This design comes from an exercise in tuning for small area, a short achievable clock period and few clock cycles on the open sky130 flow, not from production work. Where RTL was checked, it was by simulation tests only, not by an equivalence proof against the original. No activity file was given, so power comes from the tool's default toggle rates.

P:
==> flow/design.v <==
module i2b_lutgen (
    input  wire        clk,
    input  wire        rst,         
    input  wire        start,       
    input  wire [15:0] amount,      
    output reg         busy,
    output reg         out_valid,
    output reg  [7:0]  out_idx,
    output reg  [7:0]  out_val
);
    reg         s1, s2, s3, div, fix, wa, wb;
    reg  [2:0]  cnt;       
    reg  [23:0] R;         
    reg  [7:0]  F;         
    reg  [23:0] Z;         
    reg  [23:0] Y;         
    reg  [7:0]  qk;        
    reg         nzr;       
    reg         sat;       
    reg         big;       
    reg         dsg;       
    wire        idle = ~(s1 | s2 | s3 | div | fix | wa | wb);
    wire        go   = idle & start & ~busy;
    wire        opy = s1 | wa;
    wire [24:0] X   = div ? {R, F[6]} : {1'b0, R};
    wire [25:0] sum = {1'b0, X} + (opy ? {2'b00, Y} : {2'b11, Z}) + {25'd0, s2 & ~dsg};
    wire        cy  = ~sum[25];
    wire        take = wa | ((div | wb) & cy);
    wire [7:0]  Fx  = div ? {1'b0, F[5:0], 1'b0} : F;
    wire [7:0]  Q   = fix ? {{7{~dsg}}, 1'b1} : wb ? qk : 8'd0;
    wire [8:0]  Fa  = {Fx[7], Fx} + {Q[7], Q};
    wire [8:0]  Fb  = {Fx[7], Fx} + {Q[7], Q} + 9'd1;
    wire [8:0]  Fs  = cy ? Fb : Fa;                   
    wire        ovf = ~Fs[8] & Fs[7];
    wire signed [15:0] a = R[15:0];
    wire        big_n = (a >= 16'sd255) && (a <= 16'sd263);
    wire [16:0] g     = sum[16:0] ^ {17{dsg}};
    wire [7:0]  idx_n = ~out_idx + {7'd0, wb};
    wire        pos   = wb ^ dsg;
    wire        S     = sat | big;
    wire        nz    = wa ? |R : nzr;
    wire [7:0]  vpos  = {~F[7], F[6:0]};
    wire [7:0]  vneg  = (~F + {7'd0, ~nz}) ^ 8'h80;
    wire [7:0]  val   = pos ? (S ? 8'd255 : vpos) : (S ? 8'd0 : vneg);
    wire        last  = wa & (out_idx == 8'd255);      
    always @(posedge clk) begin
        if (rst) begin
            s1 <= 1'b0; s2 <= 1'b0; s3 <= 1'b0; div <= 1'b0; fix <= 1'b0;
            wa <= 1'b0; wb <= 1'b0;
            busy <= 1'b0; out_valid <= 1'b0;
        end else begin
            s1        <= go;
            s2        <= s1;
            s3        <= s2;
            div       <= s3 | (div & (cnt != 3'd6));
            fix       <= div & (cnt == 3'd6);
            wa        <= fix | wb;
            wb        <= wa & ~last;
            busy      <= go | s1 | s2 | s3 | div | fix | wa | wb;
            out_valid <= go | wa | wb;
        end
    end
    always @(posedge clk) begin
        cnt     <= div ? cnt + 3'd1 : 3'd0;
        out_idx <= (wa | wb) ? idx_n : 8'd128;
        out_val <= (wa | wb) ? val : 8'd128;
        nzr     <= |R;
        R       <= idle ? {{8{amount[15]}}, amount}
                 : s2   ? {g[15:0], 8'h01}
                 : s3   ? {12'd0, Y[16:5]}
                 : take ? sum[23:0] : X[23:0];
        if (~wa) F <= s3 ? {1'b0, Y[4:0], 2'b10} : Fs[7:0];
        if (fix) sat <= 1'b0;
        else if (wb) sat <= sat | ovf;
        if (idle) begin
            Z   <= 24'hFFFEFC;            
            Y   <= 24'd33022;
            dsg <= ($signed(amount) > 16'sd259);
        end
        if (s1) begin
            Y   <= sum[23:0];             
            big <= big_n;
        end
        if (s2) Z <= {{7{~g[16]}}, ~g};
        if (s3) Z <= sum[23:0];           
        if (fix) begin
            Y  <= R;
            qk <= Fs[7:0];
        end
    end
endmodule
==> flow/config.mk <==
export PLATFORM = sky130hd
export DESIGN_NAME = i2b_lutgen
export DESIGN_NICKNAME = i2b_lutgen
export VERILOG_FILES = /design/flow/design.v
export SDC_FILE = /design/flow/constraint.sdc
export NUM_CORES = 4
export LEC_CHECK = 0
export CAP_MARGIN = 20
export CORE_MARGIN = 2
export CORE_UTILIZATION = 65
export PLACE_DENSITY = 0.8
export SLEW_MARGIN = 20
==> flow/constraint.sdc <==
create_clock -name core_clock -period 10.0 [get_ports {clk}]
set_input_delay 2.0000 -clock core_clock [delete_from_list [all_inputs] [get_ports {clk}]]
set_output_delay 2.0000 -clock core_clock [all_outputs]
set_load 0.01 [all_outputs]
standard.sh (not shown) runs the stock make flow with config.mk's settings and CLKGATE_MAP_FILE= SYNTH_SCRIPT=/design/flow/synth_recipe.tcl, a recipe that flattens the netlist after the stock synthesis.
==> flow/flow/run.sh <==
#!/bin/bash
set -o pipefail
export SETUP_SLACK_MARGIN=6
bash standard.sh > standard.log 2>&1
Testbench counts of P, summed over its fixed seeds: cycles 25,728.
### P -> Q
==> flow/design.v <==
module i2b_lutgen (
    input  wire        clk,
    input  wire        rst,         
    input  wire        start,       
    input  wire [15:0] amount,      
    output reg         busy,
    output reg         out_valid,
    output reg  [7:0]  out_idx,
    output reg  [7:0]  out_val
);
    reg         idle, s1, s2, s3, div, fix, wa, wb;
    reg         dl;        
    reg  [2:0]  cnt;       
    reg  [23:0] R;         
    reg  [7:0]  F;         
    reg  [24:0] P1;        
    reg  [24:0] P2;        
    reg  [7:0]  qk;        
    reg         nzr;       
    reg         sat;       
    reg         big;       
    reg         dsg;       
    wire        go = idle & start & ~busy;
    wire [25:0] sum = {2'b00, R} + {P1[24], P1} + {25'd0, s2 & ~dsg};
    wire        cy  = ~sum[25];
    wire        take = wa | ((div | wb) & cy);
    wire [7:0]  Fx  = div ? {1'b0, F[5:0], 1'b0} : F;
    wire [7:0]  Q   = fix ? {{7{~dsg}}, 1'b1} : wb ? qk : 8'd0;
    wire [8:0]  Fa  = {Fx[7], Fx} + {Q[7], Q};
    wire [8:0]  Fb  = {Fx[7], Fx} + {Q[7], Q} + 9'd1;
    wire [8:0]  Fs  = cy ? Fb : Fa;                   
    wire        ovf = ~Fs[8] & Fs[7];
    wire signed [15:0] a = R[15:0];
    wire        big_n = (a >= 16'sd255) && (a <= 16'sd263);
    wire [16:0] g     = sum[16:0] ^ {17{dsg}};
    wire [7:0]  idx_n = ~out_idx + {7'd0, wb};
    wire        pos   = wb ^ dsg;
    wire        S     = sat | big;
    wire        nz    = wa ? |R : nzr;
    wire [7:0]  vpos  = {~F[7], F[6:0]};
    wire [7:0]  vneg  = (~F + {7'd0, ~nz}) ^ 8'h80;
    wire [7:0]  val   = pos ? (S ? 8'd255 : vpos) : (S ? 8'd0 : vneg);
    wire        last  = wa & (out_idx == 8'd255);      
    always @(posedge clk) begin
        if (rst) begin
            idle <= 1'b1;
            s1 <= 1'b0; s2 <= 1'b0; s3 <= 1'b0; div <= 1'b0; fix <= 1'b0;
            wa <= 1'b0; wb <= 1'b0;
            busy <= 1'b0; out_valid <= 1'b0;
        end else begin
            idle      <= (idle & ~go) | last;
            s1        <= go;
            s2        <= s1;
            s3        <= s2;
            div       <= s3 | (div & ~dl);
            fix       <= dl;
            wa        <= fix | wb;
            wb        <= wa & ~last;
            busy      <= go | ~idle & ~last | last;
            out_valid <= go | wa | wb;
        end
    end
    always @(posedge clk) begin
        cnt     <= div ? cnt + 3'd1 : 3'd0;
        dl      <= div & (cnt == 3'd5);
        out_idx <= (wa | wb) ? idx_n : 8'd128;
        out_val <= (wa | wb) ? val : 8'd128;
        nzr     <= |R;
        R       <= idle ? {{8{amount[15]}}, amount}
                 : s2   ? {g[15:0], 8'h01}
                 : s3   ? {11'd0, P2[16:4]}                        
                 : (div & ~dl) ? {(take ? sum[22:0] : R[22:0]), F[6]}
                 : take ? sum[23:0] : R;
        if (~wa) F <= s3 ? {1'b0, P2[3:0], 3'b100} : Fs[7:0];   
        if (fix) sat <= 1'b0;
        else if (wb) sat <= sat | ovf;
        if (idle) begin
            P1  <= 25'd33022;
            dsg <= ($signed(amount) > 16'sd259);
        end
        if (s1) begin
            P1  <= -25'd260;              
            P2  <= sum[24:0];             
            big <= big_n;
        end
        if (s2) P1 <= {{8{~g[16]}}, ~g};
        if (s3) P1 <= {1'b1, sum[23:0]};  
        if (fix) begin
            P1 <= {1'b0, R};
            P2 <= P1;
            qk <= Fs[7:0];
        end
        if (wa | wb) begin
            P1 <= P2;
            P2 <= P1;
        end
    end
endmodule
[summary]
Status | P and Q | clean
Going from P to Q, the maximum number of pins on one net before global-route repair was found to have gone down by 1.
Delta (Q minus P): data arrival time of the worst path moved down; count of non-CTS inverters in the layout held; worst max-slew margin expressed relative to the limit higher.
Higher post-CTS setup buffer count was reported by P, not Q.
Setup slack in Q is larger than in P.
Diff P..Q | number of buffers added by the clock tree synthesis step | unchanged
Routability-driven placement congestion ratio in Q is 0.021 above P.
Compared with P, Q shows a lower delay of the slowest cell on the worst path.
Between P and Q, the average wire per cell in the routed design figures differ only marginally.
Power density normalized to cell area of Q exceeds that of P by more than 10%.
fa_1 as the slowest library cell on the worst path was reported by Q, and dfxtp_1 by P.
Across both runs, distinct cell type count of the synthesized netlist was higher for Q than for P.
No functional check of the RTL was part of Q.

[what the ideal ports hide]
Ports are ideal in the flow. The routed layouts listed here were re-timed in OpenROAD. Step 1 sets driving cells, clkbuf_16 on the clock port and buf_2 on the other inputs (assumed; they add their load-dependent delay and slew). Step 2 moves the port delays by t, midway between the first and last clock arrival at a register: inputs arrive t later, outputs are due t later. That takes back most of the time a late clock gives input paths. Slacks: ideal ports / drivers / drivers and shift; pairs: ideal ports / drivers.
run	shift t [ns]	setup WS [ns]	worst hold slack (ns)	worst setup path at the end	worst register clock-pin slew, ns
P	0.465	6.033 / 6.033 / 6.033	0.461 / 0.461 / 0.461	register to register	0.06 / 0.06
Q	0.467	6.085 / 6.085 / 6.061	0.473 / 0.473 / 0.473	input to register	0.06 / 0.06
After both steps every run listed still meets setup and hold. The setup slack of Q, which loses most, moves by 0.000 ns with the drivers and by -0.024 ns with both steps.
